Source: an optimization exercise on an open RTL-to-GDS flow (aim: small area, a short achievable clock period and few clock cycles per item). Production flows keep margins and buffers that such runs may drop. Only simulation tests tie the RTL to the original design; equivalence was not proved.

==> run a: inputs <==
// xarm_codec_b
module xarm_codec_b (
    input  wire        clk,
    input  wire        rst,
    input  wire        req_valid,
    output wire        req_ready,
    input  wire [7:0]  req_op,
    input  wire [7:0]  req_cmd,
    input  wire [7:0]  req_id,
    input  wire [8:0]  req_len,
    input  wire [15:0] req_a,
    input  wire [15:0] req_b,
    input  wire        in_valid,
    output wire        in_ready,
    input  wire [7:0]  in_data,
    output wire        out_valid,
    input  wire        out_ready,
    output wire [7:0]  out_data,
    output wire        out_last,
    output wire        resp_valid,
    input  wire        resp_ready,
    output wire [7:0]  resp_status,
    output wire [7:0]  resp_arg,
    output wire [15:0] resp_lo,
    output wire [15:0] resp_hi,
    output wire [7:0]  resp_reason,
    output wire [7:0]  resp_byte,
    output wire [7:0]  resp_plen,
    output wire [8:0]  resp_len
);
    localparam [7:0] OP_ENC     = 8'h10;
    localparam [7:0] OP_TEMPLIM = 8'h15;
    localparam [7:0] OP_DEC     = 8'h18;
    localparam [7:0] OP_CHK     = 8'h19;
    localparam [7:0] CMD_MOVE    = 8'd1;
    localparam [7:0] CMD_MOVEW   = 8'd7;
  ...
clock: 5.0 ns
lec_check: 0
cap_margin: 20
core_margin: 2
core_utilization: 40
setup_slack_margin: 3.0
slew_margin: 20
standard.sh (not shown) runs the stock make flow with config.mk's settings and CLKGATE_MAP_FILE= SYNTH_SCRIPT=/design/flow/synth_recipe.tcl, a recipe that flattens the netlist after the stock synthesis.
==> flow/flow/run.sh <==
#!/bin/bash
# The standard layout, with plain buf_1 cells as the port buffers (every input
# and output port still gets its own buffer; repair may resize them).
set -euo pipefail
bash standard.sh "BUFFER_PORTS_ARGS=-buffer_cell sky130_fd_sc_hd__buf_1" finish > standard_flow.log 2>&1
==> inputs of run b, as changes to run a <==
--- a/flow/design.v
+++ b/flow/design.v
@@ -116,17 +116,13 @@
     reg        ov;
     reg        rv, rvo;
     reg [1:0]  owed;        
     reg [3:0]  r_st;
     reg        r_s4, r_ff;
     reg [2:0]  r_arg;
-    reg        r_hib;
-    wire r_f56 = (r_arg == 3'd5) || (r_arg == 3'd6);
-    wire r_f7 = (r_arg == 3'd7);
-    wire r_h1000 = (r_arg == 3'd1 || r_arg == 3'd3 || r_arg == 3'd4) && !r_hib;
-    wire r_h30000 = (r_arg == 3'd2);
+    reg        r_f56, r_f7, r_h1000, r_h30000, r_hib;    
     reg        r_rb, r_rs3, r_rs11;
     reg [7:0]  r_byte;
     reg [8:0]  r_len;
     reg        req_ready_q, in_ready_q;
     wire [NS-1:0] pq_st;
     wire [1:0]    pq_cls;
@@ -369,12 +365,16 @@
         if (done) begin
             r_st     <= nst[3:0];
             r_s4     <= nst[4];
             r_ff     <= nst[7];
             r_arg    <= narg;
             r_hib    <= nhib;
+            r_f56    <= (narg == 3'd5) || (narg == 3'd6);
+            r_f7     <= (narg == 3'd7);
+            r_h1000  <= (narg == 3'd1 || narg == 3'd3 || narg == 3'd4) && !nhib;
+            r_h30000 <= (narg == 3'd2);
             r_rb     <= nrb;
             r_rs3    <= nrs3;
             r_rs11   <= nrs11;
             r_byte   <= (cls == C_DEC) ? a[7:0] : ~sum_t;
             r_len    <= (cls == C_DEC) ? (len - 9'd6) : (len + 9'd6);
         end
--- a/flow/config.mk
+++ b/flow/config.mk
@@ -5,8 +5,8 @@
 export SDC_FILE = /design/flow/constraint.sdc
 export NUM_CORES = 4
 export LEC_CHECK = 0
 export CAP_MARGIN = 20
 export CORE_MARGIN = 2
 export CORE_UTILIZATION = 40
-export SETUP_SLACK_MARGIN = 3.0
+export SETUP_SLACK_MARGIN = 2.2
 export SLEW_MARGIN = 20
==> impl_metrics.ini <==
[drt]
wl_met2_um = 19330

[status]
status = no timing/DRC/antenna violations

[worst_setup_path]
crit_path_end = len0

[global_route]
antenna_found_initial = 0

[placed_design]
dpl-instance-area_sq_mm = 0.01252

[pwr]
overall_power_consumption_mw = 4.102

[synth]
synth_seq_cells = 175
synthMuxAreaShare = 0.01656

[layout]
area.share.sequential = 0.2937
Source of the figures above: run a

==> impl_metrics.ini <==
[status]
status = no timing/DRC/antenna violations

[global_route]
antenna_found_initial = 1

[drt]
firstDrtPassIters = 9

[worst_setup_path]
crit_path_end = cnt[8]

[pwr]
net-switching-power_mw = 1.220
overall_power_consumption_mw = 3.879

[timing]
timing.fmax_mhz = 363.2

[layout]
area.share.sequential = 0.3748

[placed_design]
dpl-instance-area_sq_mm = 0.01213

[synth]
synth_seq_cells = 179
Source of the figures above: run b

Testbench counts of run a, summed over its fixed seeds: cycles 27,536, items 3,200.
Testbench counts of run b, summed over its fixed seeds: cycles 27,536, items 3,200.

port drivers added, routing unchanged:
The results above use ideal ports. As a check the final layouts listed here were re-extracted and re-timed, cells and wires unchanged.
Step 1 sets driving cells, clkbuf_16 on the clock port and buf_2 on the other inputs (assumed; they add their load-dependent delay and slew).
Step 2 also shifts input and output timing later by t, the mid clock arrival at the registers, as if the neighbouring blocks saw the same clock.
Three values: ideal, step 1, step 2; two values: the first two.
run | t, ns | setup WS [ns] | hold WS [ns] | pins driven straight from the clock port
run a | 0.483 | 2.316 / 2.296 / 1.844 | 0.439 / 0.439 / 0.439 | 1
run b | 0.495 | 2.247 / 2.263 / 1.768 | 0.427 / 0.427 / 0.427 | 1
After both steps setup and hold are still met in every run listed. For run b, which loses most, drivers alone change the setup slack by +0.016 ns; drivers and shift together by -0.479 ns.
